This design comes from an exercise in tuning for small area, a short achievable clock period and few clock cycles per item on the open sky130 flow, not from production work.
At most, simulation tests tie the RTL to the original design; equivalence was not proved.
Function not checked in runs 2 and 3: the RTL went through the layout flow alone.
No activity file was given, so power comes from the tool's default toggle rates.

**design.v**
```verilog
module ccu_ch (
    input  wire [31:0] m,
    input  wire [7:0]  d,
    input  wire [31:0] src,      
    input  wire [7:0]  c,        
    input  wire        unp,      
    output wire        ok,       
    output wire [7:0]  q,        
    output wire [31:0] pk        
);
    integer i;
    reg [4:0] top, tz;
    always @(*) begin
        top = 5'd0;
        for (i = 0; i < 32; i = i + 1)
            if (m[i]) top = i[4:0];
        tz = 5'd0;
        for (i = 31; i >= 0; i = i - 1)
            if (m[i]) tz = i[4:0];
    end
    reg [31:0] lo_or, hi_or;
    always @(*) begin
        lo_or[0] = m[0];
        for (i = 1; i < 32; i = i + 1)
            lo_or[i] = lo_or[i-1] | m[i];
        hi_or[31] = m[31];
        for (i = 30; i >= 0; i = i - 1)
            hi_or[i] = hi_or[i+1] | m[i];
    end
    wire contig = ((lo_or & hi_or) == m);
    wire mz     = (m == 32'd0);
    wire len_ok = ({2'b0, tz} + {1'b0, d[5:0]}) == ({2'b0, top} + 7'd1);
    assign ok = mz ? (d == 8'd0) : (contig && d[7:6] == 2'b00 && len_ok);
    wire [4:0] lzc = ~top;
    reg  [31:0] x;
    always @(*) begin
        if (unp)
            x = src & m;
        else
            for (i = 0; i < 32; i = i + 1)
                x[i] = (i < 8) ? c[7-i] : 1'b0;
    end
    wire [31:0] z = x << lzc;
    reg [31:0] zr;
    always @(*)
        for (i = 0; i < 32; i = i + 1)
            zr[i] = z[31-i];
    assign pk = zr & m;
    wire [7:0]  a_big = z[31:24];
    wire [4:0]  k     = d[4:0] - 5'd8;
    wire [31:0] y     = {z[23:0], 8'd0} | ({a_big, 24'd0} >> k);
    wire        b_big = (y < z);
    reg [7:0] a_sm;
    reg [6:0] xs, ys;
    integer dd, j;
    always @(*) begin
        a_sm = 8'd0;
        xs   = 7'd0;
        ys   = 7'd0;
        for (dd = 1; dd < 8; dd = dd + 1)
            if (d[2:0] == dd) begin
                for (j = 0; j < 8; j = j + 1)
                    a_sm[7-j] = z[31 - (j % dd)];
                for (j = 0; j < dd; j = j + 1) begin
                    xs[6-j] = z[31 - j];
                    ys[6-j] = z[31 - ((8 + j) % dd)];
                end
            end
    end
    wire b_sm = (ys < xs);
    wire big = (d[5:3] != 3'd0);
    assign q = big ? (a_big - {7'd0, b_big}) : (a_sm - {7'd0, b_sm});
endmodule
module ccu (
    input  wire        clk,
    input  wire        rst,
    input  wire        in_valid,
    output wire        in_ready,
    input  wire [7:0]  in_op,
    input  wire [31:0] in_cmask_r,
    input  wire [31:0] in_cmask_g,
    input  wire [31:0] in_cmask_b,
    input  wire [31:0] in_cmask_a,
    input  wire [31:0] in_cdepth,
    input  wire [7:0]  in_ctotal,
    input  wire [31:0] in_raw,
    input  wire [31:0] in_comp_r,
    input  wire [31:0] in_comp_g,
    input  wire [31:0] in_comp_b,
    input  wire [31:0] in_comp_a,
    input  wire [63:0] in_bytes,
    output wire        out_valid,
    input  wire        out_ready,
    output wire [3:0]  out_err,
    output wire [2:0]  out_errinfo,
    output wire [31:0] out_raw,
    output wire [31:0] out_rgba,
    output wire [63:0] out_bytes
);
    localparam [7:0] OP_VALIDATE = 8'h10;
    localparam [7:0] OP_UNPACK   = 8'h11;
    localparam [7:0] OP_PACK     = 8'h12;
    localparam [7:0] OP_DECODE   = 8'h13;
    localparam [7:0] OP_ENCODE   = 8'h14;
    localparam [3:0] E_NONE     = 4'd0;
    localparam [3:0] E_SPEC     = 4'd4;
    localparam [3:0] E_COMP     = 4'd5;
    localparam [3:0] E_ILLEGAL  = 4'd9;
    wire [7:0] T   = in_ctotal;
    wire [3:0] bpp = T[6:3];
    wire is_legal  = (in_op >= OP_VALIDATE) && (in_op <= OP_ENCODE);
    wire is_unpack = (in_op == OP_UNPACK) || (in_op == OP_DECODE);
    wire is_pack   = (in_op == OP_PACK);
    wire is_encode = (in_op == OP_ENCODE);
    reg [31:0] src;
    always @(*) begin
        if (in_op == OP_DECODE) begin
            case (bpp)
                4'd1:    src = {24'd0, in_bytes[7:0]};
                4'd2:    src = {16'd0, in_bytes[15:0]};
                4'd3:    src = {8'd0, in_bytes[23:0]};
                default: src = in_bytes[31:0];
            endcase
        end else begin
            src = in_raw;
        end
    end
    wire [31:0] comp0 = in_comp_r, comp1 = in_comp_g, comp2 = in_comp_b, comp3 = in_comp_a;
    wire [7:0]  c0 = is_encode ? in_bytes[7:0]   : comp0[7:0];
    wire [7:0]  c1 = is_encode ? in_bytes[15:8]  : comp1[7:0];
    wire [7:0]  c2 = is_encode ? in_bytes[23:16] : comp2[7:0];
    wire [7:0]  c3 = is_encode ? in_bytes[31:24] : comp3[7:0];
    wire        ok0, ok1, ok2, ok3;
    wire [7:0]  q0, q1, q2, q3;
    wire [31:0] pk0, pk1, pk2, pk3;
    ccu_ch ch0 (.m(in_cmask_r), .d(in_cdepth[7:0]),   .src(src), .c(c0), .unp(is_unpack), .ok(ok0), .q(q0), .pk(pk0));
    ccu_ch ch1 (.m(in_cmask_g), .d(in_cdepth[15:8]),  .src(src), .c(c1), .unp(is_unpack), .ok(ok1), .q(q1), .pk(pk1));
    ccu_ch ch2 (.m(in_cmask_b), .d(in_cdepth[23:16]), .src(src), .c(c2), .unp(is_unpack), .ok(ok2), .q(q2), .pk(pk2));
    ccu_ch ch3 (.m(in_cmask_a), .d(in_cdepth[31:24]), .src(src), .c(c3), .unp(is_unpack), .ok(ok3), .q(q3), .pk(pk3));
    wire [7:0] dsum = {2'b0, in_cdepth[5:0]}   + {2'b0, in_cdepth[13:8]} +
                      {2'b0, in_cdepth[21:16]} + {2'b0, in_cdepth[29:24]};
    wire t_bad = (T == 8'd0) || (T[2:0] != 3'd0) || (T > 8'd64);
    wire s_bad = (dsum > T);
    wire cb0 = |comp0[31:8], cb1 = |comp1[31:8], cb2 = |comp2[31:8], cb3 = |comp3[31:8];
    reg [3:0] err;
    reg [2:0] info;
    always @(*) begin
        err  = E_NONE;
        info = 3'd0;
        if (!is_legal)                 err = E_ILLEGAL;
        else if (!ok0)               begin err = E_SPEC; info = 3'd0; end
        else if (!ok1)               begin err = E_SPEC; info = 3'd1; end
        else if (!ok2)               begin err = E_SPEC; info = 3'd2; end
        else if (!ok3)               begin err = E_SPEC; info = 3'd3; end
        else if (t_bad)              begin err = E_SPEC; info = 3'd4; end
        else if (s_bad)              begin err = E_SPEC; info = 3'd5; end
        else if (is_pack && cb0)     begin err = E_COMP; info = 3'd0; end
        else if (is_pack && cb1)     begin err = E_COMP; info = 3'd1; end
        else if (is_pack && cb2)     begin err = E_COMP; info = 3'd2; end
        else if (is_pack && cb3)     begin err = E_COMP; info = 3'd3; end
    end
    wire [31:0] pack_raw = pk0 | pk1 | pk2 | pk3;
    reg  [31:0] data;
    always @(*) begin
        if (is_unpack)
            data = {q3, q2, q1, q0};
        else if (is_encode)
            case (bpp)
                4'd1:    data = {24'd0, pack_raw[7:0]};
                4'd2:    data = {16'd0, pack_raw[15:0]};
                4'd3:    data = {8'd0, pack_raw[23:0]};
                default: data = pack_raw;
            endcase
        else
            data = pack_raw;
    end
    reg        res_valid;
    reg [3:0]  res_err;
    reg [2:0]  res_info;
    reg [31:0] res_data;
    assign in_ready = !res_valid || out_ready;
    always @(posedge clk) begin
        if (rst)
            res_valid <= 1'b0;
        else if (in_ready)
            res_valid <= in_valid;
    end
    always @(posedge clk) begin
        if (in_ready) begin
            res_err  <= err;
            res_info <= info;
            res_data <= data;
        end
    end
    assign out_valid   = res_valid;
    assign out_err     = res_err;
    assign out_errinfo = res_info;
    assign out_raw     = res_data;
    assign out_rgba    = res_data;
    assign out_bytes   = {32'd0, res_data};
endmodule
```
**run.sh**
```bash
#!/bin/bash
# synth_recipe.tcl (not shown) runs the flow's synth.tcl, then flattens the netlist and writes it again
# the make line also repeats each setting of config.mk as NAME=value (left out here)
make -C /OpenROAD-flow-scripts/flow DESIGN_CONFIG=/design/flow/config.mk WORK_HOME=/design/flow/orfs CLKGATE_MAP_FILE= SYNTH_SCRIPT=/design/flow/synth_recipe.tcl finish
```
**config.mk**
```make
export PLATFORM = sky130hd
export DESIGN_NAME = ccu
export DESIGN_NICKNAME = ccu
export VERILOG_FILES = /design/flow/design.v
export SDC_FILE = /design/flow/constraint.sdc
export NUM_CORES = 4
export LEC_CHECK = 0
export CAP_MARGIN = 20
export CORE_MARGIN = 2
export CORE_UTILIZATION = 40
export PLACE_DENSITY = 0.6
export SLEW_MARGIN = 20
```
**constraint.sdc**
```tcl
create_clock -name core_clock -period 12.0 [get_ports {clk}]
set_input_delay 2.4000 -clock core_clock [delete_from_list [all_inputs] [get_ports {clk}]]
set_output_delay 2.4000 -clock core_clock [all_outputs]
set_load 0.01 [all_outputs]
```
==> metrics.md, run 1 <==
| Metric | Value |
|---|---|
| Depth of the worst register-to-register path | 2 |
| Net total in the final layout | 5360 |
| Peak ir drop on the vdd network | 0.05472 mV |
| Endpoint arrival time on the critical path | 11530 ps |
| Finished Cell Area | 35090 um^2 |
| Num CTS Buffers | 5 |
| Overall via count from detail_route | 39540 |
| Most frequent standard cell in the layout excluding fill and tap cells | sky130_fd_sc_hd__clkdlybuf4s50_1 |
| Total negative slack for setup checks | 0 ps |
| Worst min-delay path category | flip-flop to flip-flop |
| Dominant synthesized flop cell | sky130_fd_sc_hd__edfxtp_1 |
| Total length of routed wires | 183000 um |
| Post-place instance area | 34900 um^2 |
| Post-synth cell types | 124 |
| Slowest cell delay on critical path | 690 ps |
| Largest net degree at the start of global routing | 44 |
| Achievable clock frequency | 87.64 MHz |
| Total number of yosys warnings | 2 |
| Minimum clock period after layout | 11410 ps |
| Clock Latency Late Sink | 370 ps |
| Post-synthesis average cell area | 6.610 um^2 |
| Maximum clock path buffer count | 2 |
| Clock Pin Slew Worst Setup and Hold Paths | 90 ps |
| Number of design-rule violations left by the first detailed-router iteration | 6520 |
| Fraction of the cycle the final worst path needs | 0.9508 |
| Number of pins exceeding their max-slew limit in the final report | 0 |
| CTS Hold Buffers Added | 0 |
| Result of the run | finished clean |
| WL per Instance | 32.11 um |
| Leftover overflow at the end of global routing | 0 |
| Number of iterations in the first detailed-routing pass | 13 |
| Combinational share of power | 0.817 |
| Switching fraction of total power | 0.5572 |
| Post-CTS sizing | 0 |
| Seq/Total Area, Yosys | 0.03989 |
| CP Capture Type | flip-flop |
| Gate family responsible for the most delay along the worst path | compound AO/OA/AOI/OAI gates |
| Drt via density | 6.938 |
| Die boundary width | 273.8 um |
| Mapped Area | 29110 um^2 |
| Part of the total power dissipated in sequential elements | 0.092 |
| Post-Place Setup Slack | 802.7 ps |
| Clk network pwr share | 0.091 |
| Number of rows in the core area | 98 |
| Kind of critical path | primary input to flip-flop |
| Switch Pwr | 1101 uW |
| Type of origin of the critical path | primary input |
| Count of antenna-violating nets left after detailed routing | 0 |
| Post-route DRC violation count | 0 |
| Reg-to-reg critical path startpoint | res_valid |
| Cell count after synthesis | 4404 |
| Clock tree from TritonCTS | done |
| Slew at the pin closest to its max-slew limit | 1190 ps |
| Num ports | 541 |
| I/O Buffers | 475 |
| Initial antenna violation count | 16 |
| Number of enable-type register cells in the synthesized netlist | 38 |
| Htree depth | 2 |
| Fin util | 0.4892 |
| MaxCap Viol Count | 0 |
| RD Place Congestion | 1.089 |
| Cell at the root of the clock tree | sky130_fd_sc_hd__clkbuf_16 |
| Worst clock skew | 25.96 ps |
| End of the worst register-to-register path | res_data[8] |
| Commonest non-fill, non-tap cells in the layout | 474 x sky130_fd_sc_hd__clkdlybuf4s50_1, 438 x sky130_fd_sc_hd__nor2_1, 428 x sky130_fd_sc_hd__nand2_1 |
| First-pass GRT wire length | 257900 um |
| Worst rel slew slack | 0.1996 |
| Startpoint of the lowest-slack hold path | res_valid |
| Async set-reset flop share out of synthesis | 0 |
| Buffers & Inverters on Critical Path | 5 |
| Power per unit of standard cell area | 56.29 nW/um^2 |
| Total routing usage reported by global routing | 0.4681 |
| Worst-case hold path end point | res_data[25] |
| Setup repair after global routing missed its margin | false |
| Endpoint required time on the critical path | 12120 ps |
| Slowest stage cell, crit path | sky130_fd_sc_hd__clkdlybuf4s50_1 |
| Number of post-CTS setup repair buffers | 0 |
| Final WS setup | 590.3 ps |
| Leak pwr | 0.01385 uW |
| Die area | 74950 um^2 |
| Worst slack on hold paths | 1179 ps |
| Share of post-route cells with drive strength above 1 | 0.1018 |
| Hold path cells | 2 |
| DP Wirelength | 149300 um |
| Maximum fanout along the worst path | 24 |
| CTS sink cnt | 39 |
| Count of state elements after synthesis | 39 |
| Cell-internal power | 874.5 uW |
| Worst reg2reg setup slack | 10460 ps |
| Final setup violation count | 0 |
| Chip Height | 273.8 um |
| Syn-to-layout area delta | 20.53% |
| Initial standard-cell utilization of the core | 0.4058 |
| Via count of the first global-routing pass | 36490 |
| Final Hold Vio Count | 0 |
| Std-Cell Core Area | 71730 um^2 |
-- layout make-up --
| type | instances | area [um^2] |
|---|---|---|
| Antenna cell | 15 | 37.54 |
| Multi-Input combinational cell | 3763 | 25140 |
| Tap cell | 950 | 1189 |
| Fill cell | 7598 | 36640 |
| Clock inverter | 3 | 20.02 |
| Clock buffer | 5 | 125.1 |
| Sequential cell | 39 | 1161 |
| Timing Repair Buffer | 727 | 6664 |
| Inverter | 197 | 752.0 |
-- layer usage --
layer,up-vias,routed length [um],GRT usage
met5,-,66,0
met4,10,14620,0.3126
met3,686,26380,0.1690
met2,3137,72340,0.6566
met1,18540,69580,0.5950
li1,17170,-,-
-- logic make-up after synthesis --
kind of cell / Yosys count / share of synthesized area
AND/OR/NAND/NOR: 1701 / 0.2854
other: 1 / 0.0001288
flip-flops: 39 / 0.03989
AO/OA/AOI/OAI: 1433 / 0.3360
multiplexers: 273 / 0.1053
buffers and inverters: 634 / 0.1032
XOR/XNOR: 100 / 0.03009
adder cells (fa/ha/maj): 223 / 0.09997
-- worst min-delay path, cell delays in order (launching register included) --
cell and delay [ps]:
sky130_fd_sc_hd__dfxtp_1 360, sky130_fd_sc_hd__nand2b_2 160, sky130_fd_sc_hd__buf_4 410
-- flip-flops by register name (all words and copies together) (netlist names) --
signal / cells
res_valid: 1
res_err: 3
res_data: 32
res_info: 3
-- stage by stage --
stage               total power [uW]  std cells
floorplan                       1087       4436
global placement                1724       5673
detailed placement              1724       5676
CTS                             1912       5684
global route                    2059       5684
finish                          1975       5699
-- synthesized netlist by cell type, types with 16 or more instances --
library cell / number / share of area
sky130_fd_sc_hd__clkbuf_1: 222 / 0.029
sky130_fd_sc_hd__o21ai_0: 281 / 0.048
sky130_fd_sc_hd__nand2_1: 428 / 0.055
sky130_fd_sc_hd__o21ai_1: 20 / 0.0034
sky130_fd_sc_hd__buf_1: 17 / 0.0022
sky130_fd_sc_hd__nand2b_1: 64 / 0.014
sky130_fd_sc_hd__ha_1: 207 / 0.089
sky130_fd_sc_hd__a22oi_1: 30 / 0.0077
sky130_fd_sc_hd__o221ai_1: 38 / 0.011
sky130_fd_sc_hd__o31ai_1: 32 / 0.0083
sky130_fd_sc_hd__inv_1: 170 / 0.022
sky130_fd_sc_hd__o211ai_1: 64 / 0.017
sky130_fd_sc_hd__xor2_1: 25 / 0.0075
sky130_fd_sc_hd__or2_2: 30 / 0.0064
sky130_fd_sc_hd__mux4_2: 18 / 0.014
sky130_fd_sc_hd__a31oi_1: 40 / 0.0086
sky130_fd_sc_hd__buf_4: 114 / 0.029
sky130_fd_sc_hd__nor3_1: 149 / 0.026
sky130_fd_sc_hd__buf_2: 73 / 0.013
sky130_fd_sc_hd__a211o_1: 19 / 0.0057
sky130_fd_sc_hd__a21o_1: 66 / 0.017
sky130_fd_sc_hd__nor2_1: 438 / 0.056
sky130_fd_sc_hd__a222oi_1: 33 / 0.011
sky130_fd_sc_hd__nand4_1: 75 / 0.016
sky130_fd_sc_hd__or3_1: 31 / 0.0067
sky130_fd_sc_hd__o21bai_1: 25 / 0.0064
sky130_fd_sc_hd__o22ai_1: 51 / 0.011
sky130_fd_sc_hd__or4_1: 29 / 0.0075
sky130_fd_sc_hd__a221oi_1: 36 / 0.011
sky130_fd_sc_hd__edfxtp_1: 38 / 0.039
sky130_fd_sc_hd__a21oi_1: 346 / 0.059
sky130_fd_sc_hd__nor4_1: 104 / 0.022
sky130_fd_sc_hd__nand3_1: 166 / 0.029
sky130_fd_sc_hd__and2_1: 47 / 0.010
sky130_fd_sc_hd__xnor2_1: 75 / 0.023
sky130_fd_sc_hd__o21a_1: 29 / 0.0075
sky130_fd_sc_hd__a211oi_1: 61 / 0.016
sky130_fd_sc_hd__o2111ai_1: 17 / 0.0051
sky130_fd_sc_hd__a221o_1: 17 / 0.0058
sky130_fd_sc_hd__fa_1: 16 / 0.011
sky130_fd_sc_hd__mux2i_1: 184 / 0.063
sky130_fd_sc_hd__a2111oi_0: 17 / 0.0051
sky130_fd_sc_hd__nor2b_1: 46 / 0.0099
sky130_fd_sc_hd__and3_1: 37 / 0.0080
sky130_fd_sc_hd__mux2_2: 67 / 0.026
-- how the worst max path moves through the flow --
stage / startpoint / cells past startpoint / to / slack (ps)
after floorplan: in_op[5] / 35 / res_data[6] / 2840
after global placement: in_cmask_b[5] / 35 / res_data[23] / -60
after detailed placement: in_op[5] / 40 / res_data[7] / 800
after CTS: in_op[5] / 40 / res_data[7] / 1160
after global routing: in_cmask_r[9] / 37 / res_data[7] / 290
final: in_cmask_r[9] / 37 / res_data[7] / 590
-- power groups by stage --
stage          Clock [uW]  Sequential [uW]  Combinational [uW]
2_1_floorplan           0              189                 898
3_3_place_gp            0              184                1540
3_5_place_dp            0              185                1540
4_1_cts               182              182                1550
5_1_grt               181              184                1690
6_report              181              181                1610
Testbench counts, summed over its fixed seeds: cycles 12,008, items 12,000.
==> inputs of run 2 (changes only) <==
--- a/design.v
+++ b/design.v
@@ -3,7 +3,6 @@
     input  wire [7:0]  d,
     input  wire [31:0] src,      
     input  wire [7:0]  c,        
-    input  wire        unp,      
     output wire        ok,       
     output wire [7:0]  q,        
     output wire [31:0] pk        
@@ -11,9 +10,16 @@
     integer i;
     reg [4:0] top, tz;
     always @(*) begin
-        top = 5'd0;
-        for (i = 0; i < 32; i = i + 1)
-            if (m[i]) top = i[4:0];
+        top[4] = |m[31:16];
+        top[3] = top[4] ? |m[31:24] : |m[15:8];
+        case (top[4:3])
+            2'd3: top[2] = |m[31:28];
+            2'd2: top[2] = |m[23:20];
+            2'd1: top[2] = |m[15:12];
+            default: top[2] = |m[7:4];
+        endcase
+        top[1] = |m[{top[4:2], 2'b10} +: 2];
+        top[0] = m[{top[4:1], 1'b1}];
         tz = 5'd0;
         for (i = 31; i >= 0; i = i - 1)
             if (m[i]) tz = i[4:0];
@@ -31,25 +37,32 @@
     wire mz     = (m == 32'd0);
     wire len_ok = ({2'b0, tz} + {1'b0, d[5:0]}) == ({2'b0, top} + 7'd1);
     assign ok = mz ? (d == 8'd0) : (contig && d[7:6] == 2'b00 && len_ok);
-    wire [4:0] lzc = ~top;
-    reg  [31:0] x;
-    always @(*) begin
-        if (unp)
-            x = src & m;
-        else
-            for (i = 0; i < 32; i = i + 1)
-                x[i] = (i < 8) ? c[7-i] : 1'b0;
-    end
-    wire [31:0] z = x << lzc;
+    reg [31:0] x;
+    always @(*)
+        for (i = 0; i < 32; i = i + 1)
+            x[i] = (src[i] & m[i]) | ((i < 8) ? c[7-i] : 1'b0);
+    wire [31:0] z16 = top[4] ? x   : {x[15:0], 16'd0};
+    wire [31:0] z8  = top[3] ? z16 : {z16[23:0], 8'd0};
+    wire [31:0] z4  = top[2] ? z8  : {z8[27:0], 4'd0};
+    wire [31:0] z2  = top[1] ? z4  : {z4[29:0], 2'd0};
+    wire [31:0] z   = top[0] ? z2  : {z2[30:0], 1'd0};
     reg [31:0] zr;
     always @(*)
         for (i = 0; i < 32; i = i + 1)
             zr[i] = z[31-i];
     assign pk = zr & m;
     wire [7:0]  a_big = z[31:24];
-    wire [4:0]  k     = d[4:0] - 5'd8;
-    wire [31:0] y     = {z[23:0], 8'd0} | ({a_big, 24'd0} >> k);
-    wire        b_big = (y < z);
+    reg  [23:0] th;
+    always @(*)
+        for (i = 8; i < 32; i = i + 1)
+            th[i-8] = ({2'b0, d[5:0]} >= 8'd40 - i);
+    wire [23:0] zl   = z[23:0];
+    wire [23:0] zh   = z[31:8] & th;
+    wire        lt_t = zl < zh;
+    wire        eq_t = zl == zh;
+    wire [15:0] a2   = {a_big, a_big} << d[2:0];
+    wire [7:0]  arot = a2[15:8];
+    wire        b_big = lt_t | (eq_t & (a_big < arot));
     reg [7:0] a_sm;
     reg [6:0] xs, ys;
     integer dd, j;
@@ -68,8 +81,11 @@
             end
     end
     wire b_sm = (ys < xs);
-    wire big = (d[5:3] != 3'd0);
-    assign q = big ? (a_big - {7'd0, b_big}) : (a_sm - {7'd0, b_sm});
+    wire       big = (d[5:3] != 3'd0);
+    wire [7:0] a   = big ? a_big : a_sm;
+    wire [7:0] am1 = a - 8'd1;
+    wire       b   = big ? b_big : b_sm;
+    assign q = b ? am1 : a;
 endmodule
 module ccu (
     input  wire        clk,
@@ -121,22 +137,24 @@
                 4'd3:    src = {8'd0, in_bytes[23:0]};
                 default: src = in_bytes[31:0];
             endcase
+        end else if (in_op == OP_UNPACK) begin
+            src = in_raw;
         end else begin
-            src = in_raw;
+            src = 32'd0;
         end
     end
     wire [31:0] comp0 = in_comp_r, comp1 = in_comp_g, comp2 = in_comp_b, comp3 = in_comp_a;
-    wire [7:0]  c0 = is_encode ? in_bytes[7:0]   : comp0[7:0];
-    wire [7:0]  c1 = is_encode ? in_bytes[15:8]  : comp1[7:0];
-    wire [7:0]  c2 = is_encode ? in_bytes[23:16] : comp2[7:0];
-    wire [7:0]  c3 = is_encode ? in_bytes[31:24] : comp3[7:0];
+    wire [7:0]  c0 = is_encode ? in_bytes[7:0] : is_pack ? comp0[7:0] : 8'd0;
+    wire [7:0]  c1 = is_encode ? in_bytes[15:8] : is_pack ? comp1[7:0] : 8'd0;
+    wire [7:0]  c2 = is_encode ? in_bytes[23:16] : is_pack ? comp2[7:0] : 8'd0;
+    wire [7:0]  c3 = is_encode ? in_bytes[31:24] : is_pack ? comp3[7:0] : 8'd0;
     wire        ok0, ok1, ok2, ok3;
     wire [7:0]  q0, q1, q2, q3;
     wire [31:0] pk0, pk1, pk2, pk3;
-    ccu_ch ch0 (.m(in_cmask_r), .d(in_cdepth[7:0]),   .src(src), .c(c0), .unp(is_unpack), .ok(ok0), .q(q0), .pk(pk0));
-    ccu_ch ch1 (.m(in_cmask_g), .d(in_cdepth[15:8]),  .src(src), .c(c1), .unp(is_unpack), .ok(ok1), .q(q1), .pk(pk1));
-    ccu_ch ch2 (.m(in_cmask_b), .d(in_cdepth[23:16]), .src(src), .c(c2), .unp(is_unpack), .ok(ok2), .q(q2), .pk(pk2));
-    ccu_ch ch3 (.m(in_cmask_a), .d(in_cdepth[31:24]), .src(src), .c(c3), .unp(is_unpack), .ok(ok3), .q(q3), .pk(pk3));
+    ccu_ch ch0 (.m(in_cmask_r), .d(in_cdepth[7:0]),   .src(src), .c(c0), .ok(ok0), .q(q0), .pk(pk0));
+    ccu_ch ch1 (.m(in_cmask_g), .d(in_cdepth[15:8]),  .src(src), .c(c1), .ok(ok1), .q(q1), .pk(pk1));
+    ccu_ch ch2 (.m(in_cmask_b), .d(in_cdepth[23:16]), .src(src), .c(c2), .ok(ok2), .q(q2), .pk(pk2));
+    ccu_ch ch3 (.m(in_cmask_a), .d(in_cdepth[31:24]), .src(src), .c(c3), .ok(ok3), .q(q3), .pk(pk3));
     wire [7:0] dsum = {2'b0, in_cdepth[5:0]}   + {2'b0, in_cdepth[13:8]} +
                       {2'b0, in_cdepth[21:16]} + {2'b0, in_cdepth[29:24]};
     wire t_bad = (T == 8'd0) || (T[2:0] != 3'd0) || (T > 8'd64);
==> metrics.md, run 2 <==
| Metric | Value |
|---|---|
| Worst clock skew | 9.566 ps (-16.39 ps) |
| Syn-to-layout area delta | 23.09% |
| RD Place Congestion | 1.064 (-2.4%) |
| Std-Cell Core Area | 64350 um^2 (-10%) |
| Reg-to-reg critical path startpoint | res_valid |
| Adder and majority gate portion of the synthesized area | 0.1054 (+0.005395) |
| Cell at the root of the clock tree | sky130_fd_sc_hd__clkbuf_16 |
| Via count of the first global-routing pass | 32420 (-11%) |
| Post-CTS sizing | 0 (unchanged) |
| Synth top area cells | sky130_fd_sc_hd__ha_1 9.2%, sky130_fd_sc_hd__mux2i_1 7.7%, sky130_fd_sc_hd__a21oi_1 7.5%, sky130_fd_sc_hd__o21ai_0 6.1%, sky130_fd_sc_hd__nor2_1 5.9% |
| Fraction of the cycle the final worst path needs | 0.9123 (-0.03849) |
| Fraction of the mapped netlist area in simple logic gates | 0.2791 (-0.006377) |
| Most frequent standard cell in the layout excluding fill and tap cells | sky130_fd_sc_hd__clkdlybuf4s50_1 |
| Post-synth cell types | 113 (-8.9%) |
| Number of post-CTS setup repair buffers | 0 (unchanged) |
| Number of design-rule violations left by the first detailed-router iteration | 5387 (-17%) |
| Htree depth | 2 (unchanged) |
| Share of post-route cells with drive strength above 1 | 0.08845 (-0.01337) |
| Power per unit of standard cell area | 52.04 nW/um^2 (-7.6%) |
| Net total in the final layout | 4929 (-8.0%) |
| Num ports | 541 (unchanged) |
| Multiplexer share of the synthesized area | 0.1056 (+0.0003062) |
| Gate family responsible for the most delay along the worst path | compound AO/OA/AOI/OAI gates |
| Seq/Total Area, Yosys | 0.04465 (+0.004763) |
| Endpoint required time on the critical path | 12030 ps (-90 ps) |
| Final setup violation count | 0 (unchanged) |
| Biggest register | res_data |
| Crit path launch | in_cmask_g[15] |
| Total negative slack for setup checks | 0 ps (unchanged) |
| Fill cell count | 6738 (-11%) |
| Result of the run | finished clean |
| Initial standard-cell utilization of the core | 0.4041 (-0.001696) |
| Worst rel slew slack | 0.1886 (-0.01096) |
| Combinational family with the most area after synthesis | compound AO/OA/AOI/OAI gates |
| Commonest non-fill, non-tap cells in the layout | 472 x sky130_fd_sc_hd__clkdlybuf4s50_1, 408 x sky130_fd_sc_hd__nor2_1, 398 x sky130_fd_sc_hd__nand2_1 |
| Count of antenna-violating nets left after detailed routing | 0 (unchanged) |
| Achievable clock frequency | 91.34 MHz (+4.2%) |
| Total number of yosys warnings | 2 (unchanged) |
| Post-place instance area | 31770 um^2 (-9.0%) |
| Maximum fanout along the worst path | 37 (+54%) |
| DP Wirelength | 126700 um (-15%) |
| Clock tree from TritonCTS | done |
| Total area of sequential cells | 1161 um^2 (unchanged) |
| Compound-cell area share of the yosys netlist | 0.3485 (+0.01246) |
| Die area | 67070 um^2 (-11%) |
| CP Capture Type | flip-flop |
| Initial antenna violation count | 20 (+4) |
| CTS sink cnt | 39 (unchanged) |
| Overall via count from detail_route | 35690 (-9.7%) |
| Startpoint of the lowest-slack hold path | res_valid |
| Async set-reset flop share out of synthesis | 0 (unchanged) |
| Setup repair after global routing missed its margin | false |
| Area of the multi-input gates | 22660 um^2 (-9.9%) |
| Dominant synthesized flop cell | sky130_fd_sc_hd__edfxtp_1 |
| Cell count after synthesis | 3986 (-9.5%) |
| Leftover overflow at the end of global routing | 0 (unchanged) |
| Slew at the pin closest to its max-slew limit | 1217 ps (+27.11 ps) |
| Registers with the highest flip-flop counts | res_data (32), res_err (3), res_info (3) |
| Synth top cells by count | 411 x sky130_fd_sc_hd__nor2_1, 398 x sky130_fd_sc_hd__nand2_1, 388 x sky130_fd_sc_hd__a21oi_1, 318 x sky130_fd_sc_hd__o21ai_0, 263 x sky130_fd_sc_hd__clkbuf_1 |
| Most common cell in the synthesized netlist | sky130_fd_sc_hd__nor2_1 |
| Slowest stage cell, crit path | sky130_fd_sc_hd__nor4_1 |
| Drt via density | 6.872 (-0.95%) |
| Maximum clock path buffer count | 2 (unchanged) |
| Buffers & Inverters on Critical Path | 6 (+1) |
| Final Hold Vio Count | 0 (unchanged) |
| Clock Latency Late Sink | 340 ps (-30 ps) |
| Count of state elements after synthesis | 39 (unchanged) |
| Finished Cell Area | 32010 um^2 (-8.8%) |
| I/O Buffers | 475 (unchanged) |
| First-pass GRT wire length | 226800 um (-12%) |
| Number of iterations in the first detailed-routing pass | 10 (-3) |
| Die boundary width | 259.0 um (-5.4%) |
| Slowest cell delay on critical path | 810 ps (+120 ps) |
| Area share of the leading cell type in the synthesized netlist | 0.09190 (+0.002927) |
| Xor/xnor share of the synthesized area | 0.02425 (-0.005837) |
| WL per Instance | 30.97 um (-3.5%) |
| Largest net degree at the start of global routing | 55 (+25%) |
| Number of enable-type register cells in the synthesized netlist | 38 (unchanged) |
| CTS Hold Buffers Added | 0 (unchanged) |
| Chip Height | 259.0 um (-5.4%) |
| Clock Pin Slew Worst Setup and Hold Paths | 70 ps (-20 ps) |
| Kind of critical path | primary input to flip-flop |
| Num CTS Buffers | 5 (unchanged) |
| Biggest area consumer among synthesized cells | sky130_fd_sc_hd__ha_1 |
| Total routing usage reported by global routing | 0.4585 (-0.009630) |
| MaxCap Viol Count | 0 (unchanged) |
| Endpoint arrival time on the critical path | 10980 ps (-550 ps) |
| Leak pwr | 0.01242 uW (-10%) |
| Number of rows in the core area | 93 (-5.1%) |
| Mapped Area | 26000 um^2 (-11%) |
| Number of flip-flops in the largest register | 32 (unchanged) |
| Number of pins exceeding their max-slew limit in the final report | 0 (unchanged) |
| Total length of routed wires | 160900 um (-12%) |
| Type of origin of the critical path | primary input |
| Post-synthesis average cell area | 6.524 um^2 (-1.3%) |
| Post-route DRC violation count | 0 (unchanged) |
| Minimum clock period after layout | 10950 ps (-461.9 ps) |
| Peak ir drop on the vdd network | 0.05165 mV (-5.6%) |
| Worst min-delay path category | flip-flop to flip-flop |
[run 2: cell type report]
| cell class | count | area share |
|---|---|---|
| Tap cell | 855 | 0.03342 |
| Antenna cell | 20 | 0.001564 |
| Timing Repair Buffer | 700 | 0.2013 |
| Multi-Input combinational cell | 3449 | 0.7079 |
| Sequential cell | 39 | 0.03627 |
| Clock buffer | 5 | 0.003909 |
| Inverter | 123 | 0.01442 |
| Clock inverter | 3 | 0.001212 |
[run 2: worst reg2reg max path, delay by kind of cell, from the launching register on]
kind	cells	cell delay, ps
flip-flops	1	320
buffers and inverters	1	530
AND/OR/NAND/NOR	1	60
[run 2: path summary, 6_finish.rpt]
| kind | to | slack [ps] | depth (start not counted) |
|---|---|---|---|
| max reg2reg | res_data[2] | 10690 | 2 |
| max | res_data[15] | 1050 | 30 |
| min | res_valid | 970 | 3 |
| min reg2reg | res_valid | 970 | 3 |
[run 2: logic make-up (layout without fill, tap and decap cells)]
| kind of cell | Yosys count | after routing |
|---|---|---|
| flip-flops | 39 | 39 |
| multiplexers | 256 | 256 |
| XOR/XNOR | 72 | 72 |
| AND/OR/NAND/NOR | 1487 | 1487 |
| adder cells (fa/ha/maj) | 210 | 210 |
| AO/OA/AOI/OAI | 1391 | 1391 |
| other | 1 | 53 |
| buffers and inverters | 530 | 831 |
[run 2: through the flow]
step	worst slack (ps)	utilization	total power (uW)	hold slack, ps	instances
floorplan	2768	-	907.5	1475	4018
global placement	1049	0.4938	1438	960.7	5165
detailed placement	1075	0.4938	1439	970.9	5165
CTS	1396	0.4963	1618	984.9	5173
global route	467.0	0.4968	1733	1026	5177
finish	1052	0.4974	1666	969.1	5194
[run 2: power breakdown]
group	internal (uW)	switching [uW]	total, uW
logic	525	783	1310
clock network	97.7	78.6	176
registers	167	13.9	181
[run 2: per-layer routing]
metal	up-vias	wire length, um	global-route usage	part of all wire
li1	15650	-	-	-
met1	16610	62010	0.5852	0.39
met2	2801	65510	0.6676	0.41
met3	618	21530	0.1415	0.13
met4	14	11730	0.2892	0.073
met5	-	102	0	0.00063
==> inputs of run 3 (changes only) <==
--- a/design.v
+++ b/design.v
@@ -8,6 +8,21 @@
     output wire [31:0] pk        
 );
     integer i;
+    function [1:0] cmp32;
+        input [31:0] a, b;
+        reg   [31:0] lt, eq;
+        integer l, n;
+        begin
+            lt = b;
+            eq = ~(a ^ b);
+            for (l = 0; l < 5; l = l + 1)
+                for (n = 0; n < (16 >> l); n = n + 1) begin
+                    lt[n] = eq[2*n+1] ? lt[2*n] : lt[2*n+1];
+                    eq[n] = eq[2*n+1] & eq[2*n];
+                end
+            cmp32 = {lt[0] & ~eq[0], eq[0]};
+        end
+    endfunction
     reg [4:0] top, tz;
     always @(*) begin
         top[4] = |m[31:16];
@@ -53,16 +68,20 @@
     assign pk = zr & m;
     wire [7:0]  a_big = z[31:24];
     reg  [23:0] th;
-    always @(*)
-        for (i = 8; i < 32; i = i + 1)
-            th[i-8] = ({2'b0, d[5:0]} >= 8'd40 - i);
+    always @(*) begin
+        th = 24'd0;
+        for (i = 9; i <= 32; i = i + 1)
+            if (d[5:0] == i) th = ~(24'hffffff >> (i - 8));
+    end
     wire [23:0] zl   = z[23:0];
     wire [23:0] zh   = z[31:8] & th;
-    wire        lt_t = zl < zh;
-    wire        eq_t = zl == zh;
+    wire [1:0]  ct   = cmp32({8'd0, zl}, {8'd0, zh});
+    wire        lt_t = ct[1];
+    wire        eq_t = ct[0];
     wire [15:0] a2   = {a_big, a_big} << d[2:0];
     wire [7:0]  arot = a2[15:8];
-    wire        b_big = lt_t | (eq_t & (a_big < arot));
+    wire [1:0]  cb   = cmp32({24'd0, a_big}, {24'd0, arot});
+    wire        b_big = lt_t | (eq_t & cb[1]);
     reg [7:0] a_sm;
     reg [6:0] xs, ys;
     integer dd, j;
@@ -80,10 +99,14 @@
                 end
             end
     end
-    wire b_sm = (ys < xs);
+    wire [1:0] cs = cmp32({25'd0, ys}, {25'd0, xs});
+    wire b_sm = cs[1];
     wire       big = (d[5:3] != 3'd0);
     wire [7:0] a   = big ? a_big : a_sm;
-    wire [7:0] am1 = a - 8'd1;
+    reg  [7:0] am1;
+    always @(*)
+        for (i = 0; i < 8; i = i + 1)
+            am1[i] = a[i] ^ ~|(a & ~(8'hff << i));
     wire       b   = big ? b_big : b_sm;
     assign q = b ? am1 : a;
 endmodule
--- a/config.mk
+++ b/config.mk
@@ -7,6 +7,7 @@
 export LEC_CHECK = 0
 export CAP_MARGIN = 20
 export CORE_MARGIN = 2
-export CORE_UTILIZATION = 40
-export PLACE_DENSITY = 0.6
+export CORE_UTILIZATION = 55
+export PLACE_DENSITY = 0.7
+export SETUP_SLACK_MARGIN = 4
 export SLEW_MARGIN = 20
==> metrics.md, run 3 <==
| Metric | Value |
|---|---|
| Result of the run | aborted with a tool error |
| Stage at which the run stopped | 5_1_grt |
| Error Message | [ERROR GRT-0232] Routing congestion too high. Check the congestion heatmap in the GUI. |
| Mapped Area | 29650 um^2 (+14%) |
| Post-Place Setup Slack | 1284 ps (+208.7 ps) |
| Number of cells in the design after placement | 5514 (+6.8%) |
| Leftover overflow at the end of global routing | 34 |
| Die boundary width | 236.2 um (-8.8%) |
| Htree depth | 2 (unchanged) |
| DP Wirelength | 136400 um (+7.7%) |
| Num CTS Buffers | 5 (unchanged) |
| Worst endpoint type | register data pin |
| Dominant synthesized flop cell | sky130_fd_sc_hd__edfxtp_1 |
| I/O Buffers | 475 (unchanged) |
| Area share of the leading cell type in the synthesized netlist | 0.07021 (-0.02168) |
| Total routing usage reported by global routing | 0.8201 |
| Post-place instance area | 34880 um^2 (+9.8%) |
| Chip Height | 236.2 um (-8.8%) |
| Number of rows in the core area | 85 (-8.6%) |
| RD Place Congestion | 1.167 (+9.7%) |
| Async set-reset flop share out of synthesis | 0 (unchanged) |
| Num ports | 541 (unchanged) |
| Initial standard-cell utilization of the core | 0.5532 (+0.1491) |
| Largest net degree at the start of global routing | 55 |
| Count of state elements after synthesis | 39 (unchanged) |
| Seq/Total Area, Yosys | 0.03916 (-0.005492) |
| Number of enable-type register cells in the synthesized netlist | 38 (unchanged) |
| Maximum clock path buffer count | 2 (unchanged) |
| CTS sink cnt | 39 (unchanged) |
| Post-synthesis average cell area | 6.476 um^2 (-0.74%) |
| Post-synth cell types | 114 (+0.88%) |
| Synth top cells by count | 471 x sky130_fd_sc_hd__nor2_1, 450 x sky130_fd_sc_hd__nand2_1, 402 x sky130_fd_sc_hd__a21oi_1, 359 x sky130_fd_sc_hd__o21ai_0, 271 x sky130_fd_sc_hd__clkbuf_1 |
| Synth top area cells | sky130_fd_sc_hd__mux2i_1 7.0%, sky130_fd_sc_hd__a21oi_1 6.8%, sky130_fd_sc_hd__o21ai_0 6.1%, sky130_fd_sc_hd__nor2_1 6.0%, sky130_fd_sc_hd__nand2_1 5.7% |
| Total number of yosys warnings | 2 (unchanged) |
| Most common cell in the synthesized netlist | sky130_fd_sc_hd__nor2_1 |
| Biggest area consumer among synthesized cells | sky130_fd_sc_hd__mux2i_1 |
| Cell count after synthesis | 4579 (+15%) |
| Cell at the root of the clock tree | sky130_fd_sc_hd__clkbuf_16 |
| CTS Hold Buffers Added | 0 (unchanged) |
| Worst setup endpoint GRT | res_data[29]$_DFFE_PP_/D |
[run 3: power by group through the flow]
stage / sequential (uW) / clock, uW / combinational (uW)
2_1_floorplan: 183 / 0 / 739
3_3_place_gp: 182 / 0 / 1200
3_5_place_dp: 183 / 0 / 1230
4_1_cts: 180 / 168 / 1410
[run 3: what timing repair did]
action / in CTS
pin swaps: 144
setup endpoints to repair: 37
gates cloned: 16
resized for setup: 846
buffers inserted: 246
[run 3: kinds of logic after synthesis]
family,share of synthesized area
xor+xnor,0.05819
simple gates,0.2833
mux,0.1232
compound gates,0.3552
other cells,0.0001265
buf+inv,0.09106
flops,0.03916
fa+ha+maj,0.04979
[run 3: per-stage QoR]
stage,util,power (uW)
2_1_floorplan,-,922.4
3_3_place_gp,0.6505,1386
3_5_place_dp,0.6507,1414
4_1_cts,0.7363,1756
[run 3: routing by layer]
metal  overflow  GRT usage
met2         12     0.9456
met4         21     0.7898
met5          0     0.4450
met1          0     0.8220
met3          1     0.7219
[run 3: how the worst max path moves through the flow]
stage / endpoint / startpoint / depth (start not counted)
after CTS: res_data[28] / in_cmask_a[24] / 26
after detailed placement: res_data[7] / in_cmask_r[24] / 25
after global placement: res_data[7] / in_cmask_r[24] / 25
after floorplan: res_data[30] / in_cmask_a[25] / 23
==> inputs of run 4 (changes only) <==
--- a/design.v
+++ b/design.v
@@ -23,32 +23,30 @@
             cmp32 = {lt[0] & ~eq[0], eq[0]};
         end
     endfunction
-    reg [4:0] top, tz;
-    always @(*) begin
-        top[4] = |m[31:16];
-        top[3] = top[4] ? |m[31:24] : |m[15:8];
-        case (top[4:3])
-            2'd3: top[2] = |m[31:28];
-            2'd2: top[2] = |m[23:20];
-            2'd1: top[2] = |m[15:12];
-            default: top[2] = |m[7:4];
-        endcase
-        top[1] = |m[{top[4:2], 2'b10} +: 2];
-        top[0] = m[{top[4:1], 1'b1}];
+    reg [4:0] tz;
+    always @(*) begin
         tz = 5'd0;
         for (i = 31; i >= 0; i = i - 1)
             if (m[i]) tz = i[4:0];
     end
     reg [31:0] lo_or, hi_or;
-    always @(*) begin
-        lo_or[0] = m[0];
-        for (i = 1; i < 32; i = i + 1)
-            lo_or[i] = lo_or[i-1] | m[i];
-        hi_or[31] = m[31];
-        for (i = 30; i >= 0; i = i - 1)
-            hi_or[i] = hi_or[i+1] | m[i];
+    integer s;
+    always @(*) begin
+        lo_or = m;
+        hi_or = m;
+        for (s = 1; s < 32; s = s * 2) begin
+            lo_or = lo_or | (lo_or << s);
+            hi_or = hi_or | (hi_or >> s);
+        end
     end
     wire contig = ((lo_or & hi_or) == m);
+    wire [31:0] edge_hi = hi_or & ~{1'b0, hi_or[31:1]};
+    reg  [4:0]  top;
+    always @(*) begin
+        top = 5'd0;
+        for (i = 0; i < 32; i = i + 1)
+            top = top | (edge_hi[i] ? i[4:0] : 5'd0);
+    end
     wire mz     = (m == 32'd0);
     wire len_ok = ({2'b0, tz} + {1'b0, d[5:0]}) == ({2'b0, top} + 7'd1);
     assign ok = mz ? (d == 8'd0) : (contig && d[7:6] == 2'b00 && len_ok);
@@ -66,21 +64,15 @@
         for (i = 0; i < 32; i = i + 1)
             zr[i] = z[31-i];
     assign pk = zr & m;
+    wire [31:0] w     = src & m;
+    wire [31:0] both  = m & {m[23:0], 8'd0};
+    wire [1:0]  ct    = cmp32({w[23:0], 8'd0} & both, w & both);
+    wire        lt_t  = ct[1];
+    wire        eq_t  = ct[0];
     wire [7:0]  a_big = z[31:24];
-    reg  [23:0] th;
-    always @(*) begin
-        th = 24'd0;
-        for (i = 9; i <= 32; i = i + 1)
-            if (d[5:0] == i) th = ~(24'hffffff >> (i - 8));
-    end
-    wire [23:0] zl   = z[23:0];
-    wire [23:0] zh   = z[31:8] & th;
-    wire [1:0]  ct   = cmp32({8'd0, zl}, {8'd0, zh});
-    wire        lt_t = ct[1];
-    wire        eq_t = ct[0];
-    wire [15:0] a2   = {a_big, a_big} << d[2:0];
-    wire [7:0]  arot = a2[15:8];
-    wire [1:0]  cb   = cmp32({24'd0, a_big}, {24'd0, arot});
+    wire [15:0] a2    = {a_big, a_big} << d[2:0];
+    wire [7:0]  arot  = a2[15:8];
+    wire [1:0]  cb    = cmp32({24'd0, a_big}, {24'd0, arot});
     wire        b_big = lt_t | (eq_t & cb[1]);
     reg [7:0] a_sm;
     reg [6:0] xs, ys;
==> flow/run.sh (new file) <==
#!/bin/bash
# Layout flow: the standard flow (standard.sh) with two changes:
#  - synthesis maps the logic with flow/abc.script (an area-recovering ABC
#    script) instead of ORFS's buffering speed script; everything else in the
#    synthesis, registers and their names included, is unchanged;
#  - the port buffers that ORFS inserts on every input and output are
#    sky130_fd_sc_hd__buf_2 rather than the default delay buffer.
# Each tool's log is kept in orfs/logs/; this script's own output in flow_run.log.
set -euo pipefail
W=$PWD
exec > >(tee -a "$W/flow_run.log") 2>&1

sed 's|^  log_cmd abc {\*}\$abc_args$|  log_cmd abc {*}[lreplace $abc_args 1 1 '"$W"'/flow/abc.script]|' \
    "$FLOW_HOME/scripts/synth.tcl" > "$W/synth_abc.tcl"
grep -q "flow/abc.script" "$W/synth_abc.tcl" || { echo "abc line not found in synth.tcl"; exit 1; }
sed 's|source \$::env(SCRIPTS_DIR)/synth.tcl|source '"$W"'/synth_abc.tcl|' \
    "$W/synth_recipe.tcl" > "$W/synth_recipe_abc.tcl"
grep -q "synth_abc.tcl" "$W/synth_recipe_abc.tcl" || { echo "source line not found in synth_recipe.tcl"; exit 1; }

bash "$W/standard.sh" \
    "SYNTH_SCRIPT=$W/synth_recipe_abc.tcl" \
    "BUFFER_PORTS_ARGS=-buffer_cell sky130_fd_sc_hd__buf_2" \
    finish
test -s "$W/out/final.def"
==> flow/abc.script (new file) <==
strash
&get -n
&fraig -x
&put
scorr
dc2
strash
&get -n
&dch -f
&nf -R 1000
&put
==> standard.sh (new file) <==
#!/bin/bash
# synth_recipe.tcl (not shown) runs the flow's synth.tcl, then flattens the netlist and writes it again
# the make line also repeats each setting of config.mk as NAME=value (left out here)
make -C /OpenROAD-flow-scripts/flow DESIGN_CONFIG=/design/flow/config.mk WORK_HOME=/design/flow/orfs CLKGATE_MAP_FILE= SYNTH_SCRIPT=/design/flow/synth_recipe.tcl "${@:-finish}"
--- a/config.mk
+++ b/config.mk
@@ -7,7 +7,7 @@
 export LEC_CHECK = 0
 export CAP_MARGIN = 20
 export CORE_MARGIN = 2
-export CORE_UTILIZATION = 55
-export PLACE_DENSITY = 0.7
-export SETUP_SLACK_MARGIN = 4
+export CORE_UTILIZATION = 40
+export PLACE_DENSITY = 0.6
+export SETUP_SLACK_MARGIN = 3
 export SLEW_MARGIN = 20
removed: run.sh
==> metrics.md, run 4 <==
| Metric | Value |
|---|---|
| MaxCap Viol Count | 0 |
| Switch Pwr | 775.2 uW |
| Dominant synthesized flop cell | sky130_fd_sc_hd__edfxtp_1 |
| CTS sink cnt | 39 (unchanged) |
| Total area of sequential cells | 1161 um^2 |
| Clock tree from TritonCTS | done |
| Std-Cell Core Area | 54030 um^2 |
| Chip Height | 238.4 um (+0.92%) |
| Worst clock skew | 7.875 ps |
| Worst rel slew slack | 0.1514 |
| Met3 WL | 24520 um |
| Share of post-route cells with drive strength above 1 | 0.2123 |
| Result of the run | finished clean |
| Final Hold Vio Count | 0 |
| Syn-to-layout area delta | 28.13% |
| Maximum fanout along the worst path | 9 |
| Area share of the leading cell type in the synthesized netlist | 0.09978 (+0.02957) |
| Post-synthesis average cell area | 5.947 um^2 (-8.2%) |
| Cell type with the highest occurrence count on the critical path | sky130_fd_sc_hd__o21ai_1 |
| Mapped Area | 21970 um^2 (-26%) |
| Area of the multi-input gates | 21160 um^2 |
| Leak pwr | 0.01154 uW |
| First-pass GRT wire length | 206700 um |
| Number of enable-type register cells in the synthesized netlist | 38 (unchanged) |
| Cell at the root of the clock tree | sky130_fd_sc_hd__clkbuf_16 |
| Net total in the final layout | 4813 |
| I/O Buffers | 475 (unchanged) |
| Number of pins exceeding their max-slew limit in the final report | 0 |
| Drt via density | 6.950 |
| Fraction of the cycle the final worst path needs | 0.7350 |
| Minimum clock period after layout | 8820 ps |
| Total negative slack for setup checks | 0 ps |
| Post-synth cell types | 73 (-36%) |
| Most common cell in the synthesized netlist | sky130_fd_sc_hd__nor2_1 |
| Slew at the pin closest to its max-slew limit | 1269 ps |
| Kind of critical path | primary input to flip-flop |
| Power per unit of standard cell area | 49.84 nW/um^2 |
| Initial antenna violation count | 20 |
| Die area | 56810 um^2 |
| Biggest register | res_data |
| Num CTS Buffers | 5 (unchanged) |
| Leftover overflow at the end of global routing | 0 |
| Cell count after synthesis | 3694 (-19%) |
| Number of iterations in the first detailed-routing pass | 11 |
| RD Place Congestion | 1.110 (-4.9%) |
| Synth top area cells | sky130_fd_sc_hd__nor2_1 10%, sky130_fd_sc_hd__nand2_1 9.7%, sky130_fd_sc_hd__a21oi_1 9.6%, sky130_fd_sc_hd__o21ai_0 8.3%, sky130_fd_sc_hd__mux2i_1 5.8% |
| Largest net degree at the start of global routing | 54 |
| Endpoint required time on the critical path | 12020 ps |
| Seq/Total Area, Yosys | 0.05285 (+0.01370) |
| Met1 WL | 53420 um |
| Setup repair after global routing missed its margin | false |
| Slowest stage cell, crit path | sky130_fd_sc_hd__or3_4 |
| Commonest non-fill, non-tap cells in the layout | 552 x sky130_fd_sc_hd__nor2_1, 552 x sky130_fd_sc_hd__nand2_1, 464 x sky130_fd_sc_hd__buf_2 |
| Total routing usage reported by global routing | 0.4919 |
| Cell-internal power | 627.6 uW |
| Count of antenna-violating nets left after detailed routing | 0 |
| Type of origin of the critical path | primary input |
| Count of state elements after synthesis | 39 (unchanged) |
| Number of cells in the design after placement | 4894 (-11%) |
| WL per Instance | 29.75 um |
| Number of flip-flops in the largest register | 32 |
| Post-route DRC violation count | 0 |
| Fill cell count | 5776 |
| CP Capture Type | flip-flop |
| Total number of yosys warnings | 2 (unchanged) |
| Worst min-delay path category | flip-flop to flip-flop |
| DP Wirelength | 111500 um (-18%) |
| Combinational share of power | 0.762 |
| Number of design-rule violations left by the first detailed-router iteration | 5726 |
| Slowest cell delay on critical path | 420 ps |
| Peak ir drop on the vdd network | 0.05937 mV |
| Achievable clock frequency | 113.4 MHz |
| Via count of the first global-routing pass | 30240 |
| Number of rows in the core area | 85 (unchanged) |
| Total length of routed wires | 150300 um |
| Uppermost layer routed | met5 |
| Synth top cells by count | 584 x sky130_fd_sc_hd__nor2_1, 568 x sky130_fd_sc_hd__nand2_1, 423 x sky130_fd_sc_hd__a21oi_1, 365 x sky130_fd_sc_hd__o21ai_0, 169 x sky130_fd_sc_hd__nand3_1 |
| Num ports | 541 (unchanged) |
| Htree depth | 2 (unchanged) |
| Endpoint arrival time on the critical path | 8840 ps |
| Clk network pwr share | 0.103 |
| Die boundary width | 238.4 um (+0.92%) |
| Maximum clock path buffer count | 2 (unchanged) |
| Clock Latency Late Sink | 310 ps |
| Part of the total power dissipated in sequential elements | 0.134 |
| Biggest area consumer among synthesized cells | sky130_fd_sc_hd__nor2_1 |
| Non-filler instance count after layout | 5053 |
| Overall via count from detail_route | 35120 |
| Clock Pin Slew Worst Setup and Hold Paths | 70 ps |
| Registers with the highest flip-flop counts | res_data (32), res_err (3), res_info (3) |
| Switching fraction of total power | 0.5526 |
| Initial standard-cell utilization of the core | 0.4066 (-0.1466) |
| Final setup violation count | 0 |
| WL met2 | 59560 um |
| Async set-reset flop share out of synthesis | 0 (unchanged) |
## run 4: layout make-up
| cell class | instances | share of cell area |
|---|---|---|
| inverters | 98 | 0.01431 |
| repair buffers | 698 | 0.1552 |
| clock buffers | 5 | 0.004445 |
| flip-flops and latches | 39 | 0.04125 |
| clock inverters | 3 | 0.0007112 |
| multi-input cells | 3499 | 0.7517 |
| diodes | 14 | 0.001245 |
| well taps | 696 | 0.03094 |
| repair inverters | 1 | 0.0001778 |
## run 4: logic make-up after synthesis
family,after synthesis,synth area share
AOI/OAI and AO/OA,1282,0.3565
xor gates and xnor gates,77,0.03070
adders and majority gates,71,0.04545
buffers and inverters,195,0.04989
DFF,39,0.05285
muxes,159,0.07581
other,1,0.0001707
and+or+nand+nor,1870,0.3886
## run 4: repair_timing
action                                  in CTS  in global routing
hold buffers                                 0                  0
pin swaps                                   17                 55
endpoints found under the hold margin        0                  0
endpoints found under the setup margin      34                 37
cloned                                       5                 10
buffers inserted                            28                 93
gates resized for setup                     58                236
## run 4: metal layers
metal  vias up  GRT usage
met2      3054     0.7062
met1     15990     0.6163
met5         -          0
met4        10     0.3318
met3       744     0.1710
li1      15320          -
## run 4: critical path: cells and delay by family
kind / cells / cell delay [ps]
multiplexers: 2 / 580
AO/OA/AOI/OAI: 15 / 1900
AND/OR/NAND/NOR: 16 / 3120
buffers and inverters: 6 / 830
## run 4: worst paths after layout
path,startpoint,endpoint,slack [ps],cells past startpoint
worst max-delay path,in_cmask_a[27],res_data[31],3180,39
worst min-delay path,res_valid,res_data[4],980,2
worst max register to register,res_valid,res_data[24],10720,2
worst min register to register,res_valid,res_data[4],980,2
## run 4: metrics by stage
step	power [uW]	util	setup WS, ps	cell area [um^2]	hold WS, ps
final	1403	0.5210	3180	28150	978.3
after global routing	1464	0.5207	2847	28130	1009
after CTS	1292	0.4887	2944	26400	995.5
after detailed placement	1128	0.4765	1687	25740	982.9
after global placement	1127	0.4765	1708	25740	966.7
after floorplan	744.3	-	2188	22500	1475
## run 4: power groups by stage
stage,clock network [uW],registers [uW],logic (uW)
final,145,188,1070
after floorplan,0,197,547
after detailed placement,0,191,937
after CTS,146,188,958
after global placement,0,190,937
after global routing,149,190,1120
Testbench counts of run 4, summed over its fixed seeds: cycles 12,008, items 12,000.
==> inputs of run 5 (changes only) <==
--- a/design.v
+++ b/design.v
@@ -4,7 +4,9 @@
     input  wire [31:0] src,      
     input  wire [7:0]  c,        
     output wire        ok,       
-    output wire [7:0]  q,        
+    output wire [7:0]  a,        
+    output wire        lt_t,     
+    output wire        eq_t,     
     output wire [31:0] pk        
 );
     integer i;
@@ -67,39 +69,63 @@
     wire [31:0] w     = src & m;
     wire [31:0] both  = m & {m[23:0], 8'd0};
     wire [1:0]  ct    = cmp32({w[23:0], 8'd0} & both, w & both);
-    wire        lt_t  = ct[1];
-    wire        eq_t  = ct[0];
-    wire [7:0]  a_big = z[31:24];
-    wire [15:0] a2    = {a_big, a_big} << d[2:0];
+    assign lt_t = ct[1];
+    assign eq_t = ct[0];
+    assign a    = z[31:24];
+endmodule
+module ccu_fin (
+    input  wire [7:0] a_in,     
+    input  wire       lt_t,
+    input  wire       eq_t,
+    input  wire       big,      
+    input  wire [2:0] dl,       
+    output wire [7:0] q
+);
+    function [1:0] cmp8;
+        input [7:0] x, y;
+        reg   [7:0] lt, eq;
+        integer l, n;
+        begin
+            lt = y;
+            eq = ~(x ^ y);
+            for (l = 0; l < 3; l = l + 1)
+                for (n = 0; n < (4 >> l); n = n + 1) begin
+                    lt[n] = eq[2*n+1] ? lt[2*n] : lt[2*n+1];
+                    eq[n] = eq[2*n+1] & eq[2*n];
+                end
+            cmp8 = {lt[0] & ~eq[0], eq[0]};
+        end
+    endfunction
+    integer i;
+    wire [15:0] a2    = {a_in, a_in} << dl;
     wire [7:0]  arot  = a2[15:8];
-    wire [1:0]  cb    = cmp32({24'd0, a_big}, {24'd0, arot});
+    wire [1:0]  cb    = cmp8(a_in, arot);
     wire        b_big = lt_t | (eq_t & cb[1]);
     reg [7:0] a_sm;
-    reg [6:0] xs, ys;
+    reg [7:0] xs, ys;
     integer dd, j;
     always @(*) begin
         a_sm = 8'd0;
-        xs   = 7'd0;
-        ys   = 7'd0;
+        xs   = 8'd0;
+        ys   = 8'd0;
         for (dd = 1; dd < 8; dd = dd + 1)
-            if (d[2:0] == dd) begin
+            if (dl == dd) begin
                 for (j = 0; j < 8; j = j + 1)
-                    a_sm[7-j] = z[31 - (j % dd)];
+                    a_sm[7-j] = a_in[7 - (j % dd)];
                 for (j = 0; j < dd; j = j + 1) begin
-                    xs[6-j] = z[31 - j];
-                    ys[6-j] = z[31 - ((8 + j) % dd)];
+                    xs[7-j] = a_in[7 - j];
+                    ys[7-j] = a_in[7 - ((8 + j) % dd)];
                 end
             end
     end
-    wire [1:0] cs = cmp32({25'd0, ys}, {25'd0, xs});
-    wire b_sm = cs[1];
-    wire       big = (d[5:3] != 3'd0);
-    wire [7:0] a   = big ? a_big : a_sm;
+    wire [1:0] cs   = cmp8(ys, xs);
+    wire       b_sm = cs[1];
+    wire [7:0] a   = big ? a_in : a_sm;
+    wire       b   = big ? b_big : b_sm;
     reg  [7:0] am1;
     always @(*)
         for (i = 0; i < 8; i = i + 1)
             am1[i] = a[i] ^ ~|(a & ~(8'hff << i));
-    wire       b   = big ? b_big : b_sm;
     assign q = b ? am1 : a;
 endmodule
 module ccu (
@@ -164,12 +190,13 @@
     wire [7:0]  c2 = is_encode ? in_bytes[23:16] : is_pack ? comp2[7:0] : 8'd0;
     wire [7:0]  c3 = is_encode ? in_bytes[31:24] : is_pack ? comp3[7:0] : 8'd0;
     wire        ok0, ok1, ok2, ok3;
-    wire [7:0]  q0, q1, q2, q3;
+    wire [7:0]  a0, a1, a2, a3;
+    wire [3:0]  lt, eq;
     wire [31:0] pk0, pk1, pk2, pk3;
-    ccu_ch ch0 (.m(in_cmask_r), .d(in_cdepth[7:0]),   .src(src), .c(c0), .ok(ok0), .q(q0), .pk(pk0));
-    ccu_ch ch1 (.m(in_cmask_g), .d(in_cdepth[15:8]),  .src(src), .c(c1), .ok(ok1), .q(q1), .pk(pk1));
-    ccu_ch ch2 (.m(in_cmask_b), .d(in_cdepth[23:16]), .src(src), .c(c2), .ok(ok2), .q(q2), .pk(pk2));
-    ccu_ch ch3 (.m(in_cmask_a), .d(in_cdepth[31:24]), .src(src), .c(c3), .ok(ok3), .q(q3), .pk(pk3));
+    ccu_ch ch0 (.m(in_cmask_r), .d(in_cdepth[7:0]),   .src(src), .c(c0), .ok(ok0), .a(a0), .lt_t(lt[0]), .eq_t(eq[0]), .pk(pk0));
+    ccu_ch ch1 (.m(in_cmask_g), .d(in_cdepth[15:8]),  .src(src), .c(c1), .ok(ok1), .a(a1), .lt_t(lt[1]), .eq_t(eq[1]), .pk(pk1));
+    ccu_ch ch2 (.m(in_cmask_b), .d(in_cdepth[23:16]), .src(src), .c(c2), .ok(ok2), .a(a2), .lt_t(lt[2]), .eq_t(eq[2]), .pk(pk2));
+    ccu_ch ch3 (.m(in_cmask_a), .d(in_cdepth[31:24]), .src(src), .c(c3), .ok(ok3), .a(a3), .lt_t(lt[3]), .eq_t(eq[3]), .pk(pk3));
     wire [7:0] dsum = {2'b0, in_cdepth[5:0]}   + {2'b0, in_cdepth[13:8]} +
                       {2'b0, in_cdepth[21:16]} + {2'b0, in_cdepth[29:24]};
     wire t_bad = (T == 8'd0) || (T[2:0] != 3'd0) || (T > 8'd64);
@@ -196,7 +223,7 @@
     reg  [31:0] data;
     always @(*) begin
         if (is_unpack)
-            data = {q3, q2, q1, q0};
+            data = {a3, a2, a1, a0};
         else if (is_encode)
             case (bpp)
                 4'd1:    data = {24'd0, pack_raw[7:0]};
@@ -207,10 +234,14 @@
         else
             data = pack_raw;
     end
+    wire [3:0] big = {in_cdepth[29:27] != 3'd0, in_cdepth[21:19] != 3'd0,
+                      in_cdepth[13:11] != 3'd0, in_cdepth[5:3] != 3'd0};
     reg        res_valid;
     reg [3:0]  res_err;
     reg [2:0]  res_info;
     reg [31:0] res_data;
+    reg [3:0]  res_lt, res_eq, res_big;
+    reg [11:0] res_dl;
     assign in_ready = !res_valid || out_ready;
     always @(posedge clk) begin
         if (rst)
@@ -223,12 +254,21 @@
             res_err  <= err;
             res_info <= info;
             res_data <= data;
-        end
-    end
+            res_lt   <= lt;
+            res_eq   <= eq;
+            res_big  <= big;
+            res_dl   <= {in_cdepth[26:24], in_cdepth[18:16], in_cdepth[10:8], in_cdepth[2:0]};
+        end
+    end
+    wire [7:0] q0, q1, q2, q3;
+    ccu_fin f0 (.a_in(res_data[7:0]),   .lt_t(res_lt[0]), .eq_t(res_eq[0]), .big(res_big[0]), .dl(res_dl[2:0]),  .q(q0));
+    ccu_fin f1 (.a_in(res_data[15:8]),  .lt_t(res_lt[1]), .eq_t(res_eq[1]), .big(res_big[1]), .dl(res_dl[5:3]),  .q(q1));
+    ccu_fin f2 (.a_in(res_data[23:16]), .lt_t(res_lt[2]), .eq_t(res_eq[2]), .big(res_big[2]), .dl(res_dl[8:6]),  .q(q2));
+    ccu_fin f3 (.a_in(res_data[31:24]), .lt_t(res_lt[3]), .eq_t(res_eq[3]), .big(res_big[3]), .dl(res_dl[11:9]), .q(q3));
     assign out_valid   = res_valid;
     assign out_err     = res_err;
     assign out_errinfo = res_info;
     assign out_raw     = res_data;
-    assign out_rgba    = res_data;
+    assign out_rgba    = {q3, q2, q1, q0};
     assign out_bytes   = {32'd0, res_data};
 endmodule
--- a/config.mk
+++ b/config.mk
@@ -9,5 +9,5 @@
 export CORE_MARGIN = 2
 export CORE_UTILIZATION = 40
 export PLACE_DENSITY = 0.6
-export SETUP_SLACK_MARGIN = 3
+export SETUP_SLACK_MARGIN = 4
 export SLEW_MARGIN = 20
==> metrics.md, run 5 <==
| Metric | Value |
|---|---|
| CTS sink cnt | 63 (+62%) |
| Worst rel slew slack | 0.1102 (-0.04124) |
| Via count of the first global-routing pass | 30430 (+0.65%) |
| Worst reg2reg setup slack | 10600 ps (-120 ps) |
| RD Place Congestion | 1.159 (+4.5%) |
| End of the worst register-to-register path | res_big[2] |
| Result of the run | finished clean |
| Leak pwr | 0.01113 uW (-3.5%) |
| Chip Height | 242.3 um (+1.7%) |
| Slew at the pin closest to its max-slew limit | 1335 ps (+66.16 ps) |
| Number of pins exceeding their max-slew limit in the final report | 0 (unchanged) |
| Busiest layer in global routing | met2 |
| Syn-to-layout area delta | 20.42% |
| CP Capture Type | flip-flop |
| Depth of the worst register-to-register path | 1 (-1) |
| Clock tree from TritonCTS | done |
| Fraction of the cycle the final worst path needs | 0.6789 (-0.05606) |
| Total negative slack for setup checks | 0 ps (unchanged) |
| First-pass GRT wire length | 202600 um (-2.0%) |
| Kind of critical path | primary input to flip-flop |
| Number of cells in the design after placement | 5051 (+3.2%) |
| Largest net degree at the start of global routing | 65 (+20%) |
| Post-synth cell types | 70 (-4.1%) |
| Finished Cell Area | 27350 um^2 (-2.8%) |
| Count of antenna-violating nets left after detailed routing | 0 (unchanged) |
| Maximum fanout along the worst path | 15 (+6) |
| Final Hold Vio Count | 0 (unchanged) |
| Clock Latency Late Sink | 340 ps (+30 ps) |
| Seq/Total Area, Yosys | 0.08284 (+0.02999) |
| Die area | 58710 um^2 (+3.3%) |
| Crit path launch | in_cmask_g[28] |
| Count of state elements after synthesis | 63 (+62%) |
| I/O Buffers | 475 (unchanged) |
| Mapped Area | 22720 um^2 (+3.4%) |
-- run 5: critical path, cell delays in order --
cell and delay, ps:
sky130_fd_sc_hd__buf_4 180, sky130_fd_sc_hd__nor2_4 150, sky130_fd_sc_hd__nand2_2 110, sky130_fd_sc_hd__nor3_4 220
sky130_fd_sc_hd__nand2_2 130, sky130_fd_sc_hd__nor2_4 160, sky130_fd_sc_hd__nand3_1 150, sky130_fd_sc_hd__nor4_4 320
sky130_fd_sc_hd__nand2_2 150, sky130_fd_sc_hd__buf_4 170, sky130_fd_sc_hd__a21oi_1 600, sky130_fd_sc_hd__and4_4 490
sky130_fd_sc_hd__clkinv_8 140, sky130_fd_sc_hd__ha_4 260, sky130_fd_sc_hd__xnor2_1 130, sky130_fd_sc_hd__nor4_2 320
sky130_fd_sc_hd__o31ai_1 140, sky130_fd_sc_hd__nor4_1 190, sky130_fd_sc_hd__o311ai_1 150, sky130_fd_sc_hd__a2111oi_1 280
sky130_fd_sc_hd__nand2_1 110, sky130_fd_sc_hd__nor3_2 190, sky130_fd_sc_hd__o211ai_1 170, sky130_fd_sc_hd__a2111oi_4 300
sky130_fd_sc_hd__a21oi_4 160, sky130_fd_sc_hd__or3_4 390, sky130_fd_sc_hd__nor3b_2 180
-- run 5: report_power, final --
part	switching, uW	total, uW	leakage [uW]	internal, uW
clock	89.5	248	0.000137	159
combinational	652	1020	0.0103	371
sequential	81.5	354	0.000647	272
total	823	1620	0.0111	802
-- run 5: worst min-delay path by stage --
stage,cells past startpoint,start,end,slack [ps]
floorplan,2,res_valid,res_valid,1950
global placement,2,res_valid,res_valid,1130
detailed placement,2,res_valid,res_valid,1160
CTS,2,res_valid,res_valid,1160
global route,2,res_valid,res_valid,1230
finish,2,res_valid,res_valid,1130
-- run 5: repair_timing --
action                                  in CTS  in global routing
endpoints found under the setup margin      10                 19
setup buffers                               14                  4
pin swaps                                   23                 21
gates resized for setup                     66                 53
cloned                                       3                  0
-- run 5: final cells by class --
| class | count | area [um^2] |
|---|---|---|
| sequential | 63 | 1882 |
| fill | 6235 | 28920 |
| antenna | 7 | 17.52 |
| multi-input combinational | 3593 | 20710 |
| timing repair buffer | 566 | 3117 |
| clock inverter | 4 | 47.55 |
| clock buffer | 11 | 232.7 |
| inverter | 94 | 391.6 |
| tap | 756 | 945.9 |
| timing repair inverter | 2 | 13.76 |
-- run 5: per-stage QoR --
step                      total power, uW  worst slack [ps]  hold slack (ps)
after CTS                            1590              3750             1161
final                                1625              3853             1134
after detailed placement             1323              1439             1157
after floorplan                     911.1              3977             1952
after global placement               1319              1534             1132
after global routing                 1715              3632             1229
-- run 5: cells by family after synthesis --
family	share of synthesized area
adder cells (fa/ha/maj)	0.05277
XOR/XNOR	0.02969
buffers and inverters	0.03701
other	0.0001651
flip-flops	0.08284
AO/OA/AOI/OAI	0.3318
multiplexers	0.07353
AND/OR/NAND/NOR	0.3922
-- run 5: metal layers --
layer	wire length (um)	vias to the layer above
li1	-	15330
met1	53330	15890
met2	57330	2733
met3	21560	599
met4	11090	4
met5	36	-
Testbench counts of run 5, summed over its fixed seeds: cycles 12,008, items 12,000.

Check on run 5: ideal ports give 3.853 ns setup slack; a clkbuf_16 on the clock port and buf_2 on the inputs give 3.878 ns; moving port delays by the midpoint clock arrival (0.379 ns) as well gives 3.499 ns.
